From an optimization exercise on the open Yosys and OpenROAD flow, aimed at small area; shortcuts taken in it are not production practice. In this exercise RTL edits were held to simulation tests only and were not proved equivalent to the original. Power figures rest on the tool's default switching activity, not on a simulated workload.

Setup of job 6088:
// ft300_core
module ft300_core (
    input  wire         clk,
    input  wire         rst,
    input  wire [63:0]  time_now,
    input  wire         cmd_valid,
    output wire         cmd_ready,
    input  wire [7:0]   cmd_word,
    input  wire         rx_valid,
    input  wire         rx_timeout,
    output wire         rx_ready,
    input  wire [7:0]   rx_data,
    output reg          rsp_valid,
    output reg  [2:0]   rsp_op,
    output reg  [3:0]   rsp_status,
    output wire [107:0] rsp_sample,
    output wire [63:0]  rsp_freq
);
For scale: roughly 270 I/O pins, ~18000 um2 of cells after synthesis.
clock: 20.0 ns
lec_check: 0
abc_clock_period_in_ps: 20000
cap_margin: 20
core_margin: 2
core_utilization: 65
place_density: 0.75
slew_margin: 20
standard.sh (not shown) runs the stock make flow with config.mk's settings and CLKGATE_MAP_FILE= SYNTH_SCRIPT=/design/flow/synth_recipe.tcl, a recipe that flattens the netlist after the stock synthesis.
==> flow/flow/run.sh <==
#!/bin/bash
# Standard ORFS flow with two layout choices changed: the port buffers use the
# smallest buffer cell, and clock tree synthesis adds no dummy loads.
set -euo pipefail
export BUFFER_PORTS_ARGS="-buffer_cell sky130_fd_sc_hd__buf_1"
export CTS_ARGS="-sink_clustering_enable -repair_clock_nets -dont_use_dummy_load -buf_list sky130_fd_sc_hd__clkbuf_8 -sink_clustering_size 18 -sink_clustering_max_diameter 45"
bash standard.sh > flow.log 2>&1
> inputs changed (job 6088 -> job 6081)
Settings: an added ABC_AREA of 1.
--- outcome ---
- Compared with job 6088, job 6081 shows a higher post-route clock period utilization.
- Reported for job 6081 and job 6088, sum of overflow across all layers after global routing turned out identical to the last digit.
- [job 6081] count of clock buffers in the final design rose 1 relative to job 6088
- Cell area after placement grows slightly when moving from job 6088 to job 6081.
- In job 6081, global-route usage is lower than in job 6088.

---

== JK ==
Another version of the RTL of ft300_core (not shown whole).
Size in the first run: roughly 1600 cells after synthesis, ~0.016 mm2 of cells after synthesis.
## ft300_core
module ft300_core (
    input  wire         clk,
    input  wire         rst,
    input  wire [63:0]  time_now,
    input  wire         cmd_valid,
    output wire         cmd_ready,
    input  wire [7:0]   cmd_word,
    input  wire         rx_valid,
    input  wire         rx_timeout,
    output wire         rx_ready,
    input  wire [7:0]   rx_data,
    output reg          rsp_valid,
    output reg  [2:0]   rsp_op,
    output reg  [3:0]   rsp_status,
    output wire [107:0] rsp_sample,
    output wire [63:0]  rsp_freq
);
export LEC_CHECK = 0
export CAP_MARGIN = 20
export CORE_MARGIN = 2
export CORE_UTILIZATION = 65
export PLACE_DENSITY = 0.75
export SLEW_MARGIN = 20
create_clock -name core_clock -period 20.0 [get_ports {clk}]
==> flow/flow/run.sh <==
#!/bin/bash
# The standard ORFS flow with a few layout choices changed:
#  - after the standard synthesis, the logic between the flip-flops is
#    re-mapped by ABC for area (flow/resyn.ys); the flip-flops themselves are
#    kept as the standard synthesis made them;
#  - the port buffers use the smallest buffer cell;
#  - clock tree synthesis uses clkbuf_4 with small clusters and no dummy loads.
# Each tool's output goes to a log file of its own in this folder.
set -euo pipefail
export BUFFER_PORTS_ARGS="-buffer_cell sky130_fd_sc_hd__buf_1"
export CTS_ARGS="-sink_clustering_enable -repair_clock_nets -dont_use_dummy_load -buf_list sky130_fd_sc_hd__clkbuf_4 -sink_clustering_size 14 -sink_clustering_max_diameter 30"
R=orfs/results/$FLOW_PLATFORM/ft300_core/base
LIB=$FLOW_HOME/platforms/$FLOW_PLATFORM/lib/sky130_fd_sc_hd__tt_025C_1v80.lib
YOSYS=$FLOW_HOME/../tools/install/yosys/bin/yosys
bash standard.sh synth > synth.log 2>&1
cp $R/1_2_yosys.v $R/1_2_yosys_standard.v
sed -e "s#@LIB@#$LIB#g" -e "s#@IN@#$R/1_2_yosys_standard.v#" -e "s#@OUT@#$R/1_2_yosys.v#" \
    -e "s#@TOP@#$FLOW_TOP#" flow/resyn.ys > resyn_run.ys
$YOSYS -s resyn_run.ys > resyn.log 2>&1
rm -f $R/1_synth.odb $R/1_synth.sdc
bash standard.sh > flow.log 2>&1
Other scripts of this flow, unchanged in this note and not shown: flow/flow/resyn.ys
## Diff of input files: AL against JK
--- a/flow/flow/run.sh
+++ b/flow/flow/run.sh
@@ -6,3 +6,3 @@
 #  - the port buffers use the smallest buffer cell;
-#  - clock tree synthesis uses clkbuf_4 with small clusters and no dummy loads.
+#  - clock tree synthesis uses clkbuf_8 with small clusters and no dummy loads.
 # Each tool's output goes to a log file of its own in this folder.
@@ -10,3 +10,3 @@
 export BUFFER_PORTS_ARGS="-buffer_cell sky130_fd_sc_hd__buf_1"
-export CTS_ARGS="-sink_clustering_enable -repair_clock_nets -dont_use_dummy_load -buf_list sky130_fd_sc_hd__clkbuf_4 -sink_clustering_size 14 -sink_clustering_max_diameter 30"
+export CTS_ARGS="-sink_clustering_enable -repair_clock_nets -dont_use_dummy_load -buf_list sky130_fd_sc_hd__clkbuf_4 -sink_clustering_size 10 -sink_clustering_max_diameter 30"
 R=orfs/results/$FLOW_PLATFORM/ft300_core/base
[summary]
AL: flow completed, timing, DRC and antenna clean. AL has power density over cell area above what JK had. On AL: final clock period utilization by the worst path is 0.26 points lower than what JK gave. On global-route usage over all layers, JK tracks AL almost exactly. Die area: JK vs AL identical. Count of clock-buffer cells in the layout went up by a few percent going from JK to AL. Of JK and AL, the higher post-route total power belongs to AL.

---

Another version of the RTL of ft300_core (not shown whole).
For scale: ~0.016 sq mm of cells after synthesis.
clock: 20.0 ns
lec_check: 0
cap_margin: 20
core_margin: 2
core_utilization: 75
place_density: 0.85
slew_margin: 20
==> flow/flow/run.sh <==
#!/bin/bash
# The standard ORFS flow with a few layout choices changed:
#  - after the standard synthesis, the logic between the flip-flops is
#    re-mapped by ABC for area (flow/resyn.ys, flow/abc.script); the
#    flip-flops themselves are kept as the standard synthesis made them;
#  - the port buffers use the smallest buffer cell;
#  - clock tree synthesis uses clkbuf_4 with small clusters and no dummy loads.
# Each tool's output goes to a log file of its own in this folder.
set -euo pipefail
export BUFFER_PORTS_ARGS="-buffer_cell sky130_fd_sc_hd__buf_1"
export CTS_ARGS="-sink_clustering_enable -repair_clock_nets -dont_use_dummy_load -buf_list sky130_fd_sc_hd__clkbuf_4 -sink_clustering_size 9 -sink_clustering_max_diameter 26"
R=orfs/results/$FLOW_PLATFORM/ft300_core/base
LIB=$FLOW_HOME/platforms/$FLOW_PLATFORM/lib/sky130_fd_sc_hd__tt_025C_1v80.lib
YOSYS=$FLOW_HOME/../tools/install/yosys/bin/yosys
bash standard.sh synth > synth.log 2>&1
cp $R/1_2_yosys.v $R/1_2_yosys_standard.v
sed -e "s#@LIB@#$LIB#g" -e "s#@IN@#$R/1_2_yosys_standard.v#" -e "s#@OUT@#$R/1_2_yosys.v#" \
    -e "s#@TOP@#$FLOW_TOP#" -e "s#@ABC@#$PWD/flow/abc.script#" flow/resyn.ys > resyn_run.ys
$YOSYS -s resyn_run.ys > resyn.log 2>&1
rm -f $R/1_synth.odb $R/1_synth.sdc
bash standard.sh > flow.log 2>&1
Other scripts of this flow, unchanged in this note and not shown: flow/flow/abc.script, flow/flow/resyn.ys
Then changed:
--- a/flow/flow/run.sh
+++ b/flow/flow/run.sh
@@ -10,3 +10,3 @@
 export BUFFER_PORTS_ARGS="-buffer_cell sky130_fd_sc_hd__buf_1"
-export CTS_ARGS="-sink_clustering_enable -repair_clock_nets -dont_use_dummy_load -buf_list sky130_fd_sc_hd__clkbuf_4 -sink_clustering_size 9 -sink_clustering_max_diameter 26"
+export CTS_ARGS="-sink_clustering_enable -repair_clock_nets -dont_use_dummy_load -buf_list sky130_fd_sc_hd__clkbuf_4 -sink_clustering_size 10 -sink_clustering_max_diameter 30"
 R=orfs/results/$FLOW_PLATFORM/ft300_core/base
--- a/flow/config.mk
+++ b/flow/config.mk
@@ -9,4 +9,4 @@
 export CORE_MARGIN = 2
-export CORE_UTILIZATION = 75
-export PLACE_DENSITY = 0.85
+export CORE_UTILIZATION = 70
+export PLACE_DENSITY = 0.8
 export SLEW_MARGIN = 20
Effect: Fmax goes down slightly. Final cell count stays the same. Die area rises by a few percent. Non-clock buffer count climbs by 1. Worst setup slack gets worse by 29 ps. Area after synthesis stays the same. Critical path depth does not change. Global-route usage is lower by 6.9 points. Flip-flop and latch count does not change. Hold slack is better by 5.6 ps. Core utilization is lower by 6.2 points.

---

ft300_core, a different RTL version from the one above (not shown whole).
For scale: roughly 1800 cells after synthesis.
// ft300_core
module ft300_core (
    input  wire         clk,
    input  wire         rst,
    input  wire [63:0]  time_now,
    input  wire         cmd_valid,
    output wire         cmd_ready,
    input  wire [7:0]   cmd_word,
    input  wire         rx_valid,
    input  wire         rx_timeout,
    output wire         rx_ready,
    input  wire [7:0]   rx_data,
    output reg          rsp_valid,
    output reg  [2:0]   rsp_op,
    output reg  [3:0]   rsp_status,
    output wire [107:0] rsp_sample,
    output wire [63:0]  rsp_freq
);
    localparam [2:0] S_IDLE = 3'd0, S_DISC = 3'd1, S_CAPT = 3'd2,
                     S_READY = 3'd3, S_READING = 3'd4, S_STOP = 3'd5;
    localparam [2:0] D_IDLE = 3'd0, D_WAITE = 3'd1, D_EPASS = 3'd2, D_WAITL = 3'd3,
                     D_LOAD = 3'd4, D_STEP = 3'd5, D_DONE = 3'd6;
    integer k;
    reg [6:0] z;
    reg [2:0] p5;
    wire [2:0] ph8 = z[2:0];
    wire ph8_7 = (ph8 == 3'd7);
    wire p5_0  = (p5 == 3'd0);
    wire p5_4  = (p5 == 3'd4);
    always @(posedge clk) begin
        if (rst) begin
            z  <= 7'd0;
            p5 <= 3'd0;
        end else begin
            z  <= (z == 7'd95) ? 7'd0 : z + 7'd1;
            p5 <= p5_4 ? 3'd0 : p5 + 3'd1;
        end
    end
    reg [2:0] sess;
    reg       busy;           
    reg [4:0] cnt;
    reg       prev20;
    reg       calm;           
    reg       zref_zero;      
    reg       wclr;           
    reg       freq_en;        
    reg       jdec, jwclr, jcopy, jclr, jcommit;
    reg       copy_run, clr_run, commit_run;
    reg [2:0] dstate;
    reg [5:0] step;
    wire inflight = (sess == S_DISC) || (sess == S_CAPT) || (sess == S_READING);
    wire ev_cycle = !busy && ph8_7;
    assign cmd_ready = ev_cycle && !inflight;
    assign rx_ready  = ev_cycle && inflight;
    wire cmd_fire  = cmd_valid && cmd_ready;
    wire to_fire   = rx_ready && rx_timeout;
    wire byte_fire = rx_ready && rx_valid && !rx_timeout;
    wire [2:0] c_op  = cmd_word[2:0];
    wire       c_cal = cmd_word[3];
    wire       c_bad = (cmd_word[7:4] != 4'd0) || (c_op > 3'd4) || (c_cal && (c_op != 3'd1));
    wire [4:0] cnt1  = (cnt == 5'd16) ? 5'd16 : cnt + 5'd1;
  ...
make LEC_CHECK=0 CAP_MARGIN=20 CORE_MARGIN=2 CORE_UTILIZATION=65 CTS_BUF_LIST='sky130_fd_sc_hd__clkbuf_4 sky130_fd_sc_hd__clkbuf_8' PLACE_DENSITY=0.75 SLEW_MARGIN=20 finish   # period 20.0 ns
run.sh (not shown) runs the stock make flow with config.mk's settings and CLKGATE_MAP_FILE= SYNTH_SCRIPT=/design/flow/synth_recipe.tcl, a recipe that flattens the netlist after the stock synthesis.
Stock flow here: none of the scripts above is used.
Rerun with:
==> flow/flow/run.sh (new file) <==
#!/bin/bash
# Standard ORFS flow with two layout choices changed: the port buffers use the
# smallest buffer cell, and clock tree synthesis adds no dummy loads.
set -euo pipefail
export BUFFER_PORTS_ARGS="-buffer_cell sky130_fd_sc_hd__buf_1"
export CTS_ARGS="-sink_clustering_enable -repair_clock_nets -dont_use_dummy_load -buf_list sky130_fd_sc_hd__clkbuf_8 -sink_clustering_size 18 -sink_clustering_max_diameter 45"
bash standard.sh > flow.log 2>&1
==> flow/standard.sh (new file) <==
#!/bin/bash
# synth_recipe.tcl (not shown) runs the flow's synth.tcl, then flattens the netlist and writes it again
# the make line also repeats each setting of config.mk as NAME=value (left out here)
make -C /OpenROAD-flow-scripts/flow DESIGN_CONFIG=/design/flow/config.mk WORK_HOME=/design/flow/orfs CLKGATE_MAP_FILE= SYNTH_SCRIPT=/design/flow/synth_recipe.tcl "${@:-finish}"
--- a/flow/config.mk
+++ b/flow/config.mk
@@ -10,3 +10,2 @@
 export CORE_UTILIZATION = 65
-export CTS_BUF_LIST = sky130_fd_sc_hd__clkbuf_4 sky130_fd_sc_hd__clkbuf_8
 export PLACE_DENSITY = 0.75
removed: flow/run.sh
Result: Worst setup slack is better by 450 ps. Total power goes down by 21%. Synthesized cell count is unchanged. Wire length goes down by 11%. Die area does not change.
Rerun with:
==> flow/flow/run.sh (replaced) <==
#!/bin/bash
# Standard ORFS flow with two layout choices changed: the port buffers use the
# smallest buffer cell, and clock tree synthesis adds no dummy loads.
set -euo pipefail
export BUFFER_PORTS_ARGS="-buffer_cell sky130_fd_sc_hd__buf_1"
export CTS_ARGS="-sink_clustering_enable -repair_clock_nets -dont_use_dummy_load"
bash standard.sh > flow.log 2>&1
=> The new run finished with timing, DRC and antenna clean; critical path depth does not change; final area is higher by 3.3%; non-clock buffer count stays the same; area after synthesis is unchanged; worst hold slack gets better by 13 ps; maximum frequency barely changes; via count is higher by 1.6%; sequential share of layout area is lower by 1.9 points; register-to-register slack is about the same.
Rerun with:
==> flow/run.sh (new file) <==
#!/bin/bash
# synth_recipe.tcl (not shown) runs the flow's synth.tcl, then flattens the netlist and writes it again
# the make line also repeats each setting of config.mk as NAME=value (left out here)
make -C /OpenROAD-flow-scripts/flow DESIGN_CONFIG=/design/flow/config.mk WORK_HOME=/design/flow/orfs CLKGATE_MAP_FILE= SYNTH_SCRIPT=/design/flow/synth_recipe.tcl finish
--- a/flow/config.mk
+++ b/flow/config.mk
@@ -9,4 +9,4 @@
 export CORE_MARGIN = 2
-export CORE_UTILIZATION = 65
-export PLACE_DENSITY = 0.75
+export CORE_UTILIZATION = 40
+export PLACE_DENSITY = 0.6
 export SLEW_MARGIN = 20
removed: flow/flow/run.sh
removed: flow/standard.sh
Count of clock-buffer cells in the layout came out higher by 34.
Non-clock buffer count came out lower by 2.
Cell count goes up by 12%.
Wire length went up by 3.9%.
Setup slack gets worse by 570 ps.
Design area came out higher by 12%.
Utilization goes down by 23 points.
Power increases by 12%.
Area after synthesis does not change.
Rerun with:
==> flow/flow/run.sh (new file) <==
#!/bin/bash
# Standard ORFS flow with two layout choices changed: the port buffers use the
# smallest buffer cell, and clock tree synthesis adds no dummy loads.
set -euo pipefail
export BUFFER_PORTS_ARGS="-buffer_cell sky130_fd_sc_hd__buf_1"
export CTS_ARGS="-sink_clustering_enable -repair_clock_nets -dont_use_dummy_load -buf_list {sky130_fd_sc_hd__clkbuf_8 sky130_fd_sc_hd__clkbuf_16} -sink_clustering_size 30 -sink_clustering_max_diameter 60"
bash standard.sh > flow.log 2>&1
==> flow/standard.sh (new file) <==
#!/bin/bash
# synth_recipe.tcl (not shown) runs the flow's synth.tcl, then flattens the netlist and writes it again
# the make line also repeats each setting of config.mk as NAME=value (left out here)
make -C /OpenROAD-flow-scripts/flow DESIGN_CONFIG=/design/flow/config.mk WORK_HOME=/design/flow/orfs CLKGATE_MAP_FILE= SYNTH_SCRIPT=/design/flow/synth_recipe.tcl "${@:-finish}"
--- a/flow/config.mk
+++ b/flow/config.mk
@@ -9,4 +9,4 @@
 export CORE_MARGIN = 2
-export CORE_UTILIZATION = 40
-export PLACE_DENSITY = 0.6
+export CORE_UTILIZATION = 65
+export PLACE_DENSITY = 0.75
 export SLEW_MARGIN = 20
removed: flow/run.sh
Cell count drops by 11%.
Maximum frequency increases by 9.1%.
Wire length shrinks by 6.6%.
Power shrinks by 18%.
Critical path depth is unchanged.
Cell area went down by 12%.
Area after synthesis does not change.
Register-to-register slack improves by 60 ps.
Hold slack improves by 17 ps.
Utilization came out higher by 22 points.
Non-clock buffer count grows by 2.

afterwards: timing with drivers on the ports:
In the flow no input, the clock included, has a driving cell. The finished layouts below were timed again as built, in two steps. Step 1 assumes that a clkbuf_16 drives the clock port and a buf_2 every other input. Step 2, shift: input delay + t, output delay - t, t = (earliest + latest rising clock arrival at the registers) / 2. This alone moves slack from input paths to output paths. Slacks: ideal ports / drivers / drivers and shift; pairs: ideal ports / drivers.
run | t (ns) | slack for setup (ns) | hold slack, ns | worst slew at a driven data input, ns
job 6088 | 0.594 | 13.691 / 13.644 / 13.734 | 0.319 / 0.319 / 0.319 | 0.06
job 6081 | 0.603 | 13.252 / 13.206 / 13.809 | 0.302 / 0.302 / 0.302 | 0.04
JK | 0.723 | 13.489 / 13.439 / 13.629 | 0.259 / 0.259 / 0.259 | 0.08
AL | 0.709 | 13.542 / 13.491 / 13.648 | 0.301 / 0.301 / 0.301 | 0.08
the first run of note 3 | 0.732 | 13.558 / 13.515 / 13.542 | 0.255 / 0.255 / 0.255 | 0.06
the second run of note 3 | 0.703 | 13.529 / 13.482 / 13.535 | 0.261 / 0.261 / 0.261 | 0.06
the first run of note 4 | 0.657 | 12.652 / 12.601 / 13.207 | 0.309 / 0.309 / 0.309 | 0.06
the second run of note 4 | 0.613 | 13.102 / 13.054 / 13.515 | 0.292 / 0.292 / 0.292 | 0.05
the third run of note 4 | 0.597 | 13.121 / 13.069 / 13.503 | 0.304 / 0.304 / 0.304 | 0.05
the fourth run of note 4 | 0.659 | 12.555 / 12.502 / 13.161 | 0.289 / 0.289 / 0.289 | 0.06
the fifth run of note 4 | 0.566 | 13.177 / 13.124 / 13.427 | 0.306 / 0.306 / 0.306 | 0.05
After both steps setup and hold are still met in every run listed. The setup slack of the first run of note 3, which loses most, moves by -0.043 ns with the drivers and by -0.016 ns with both steps.
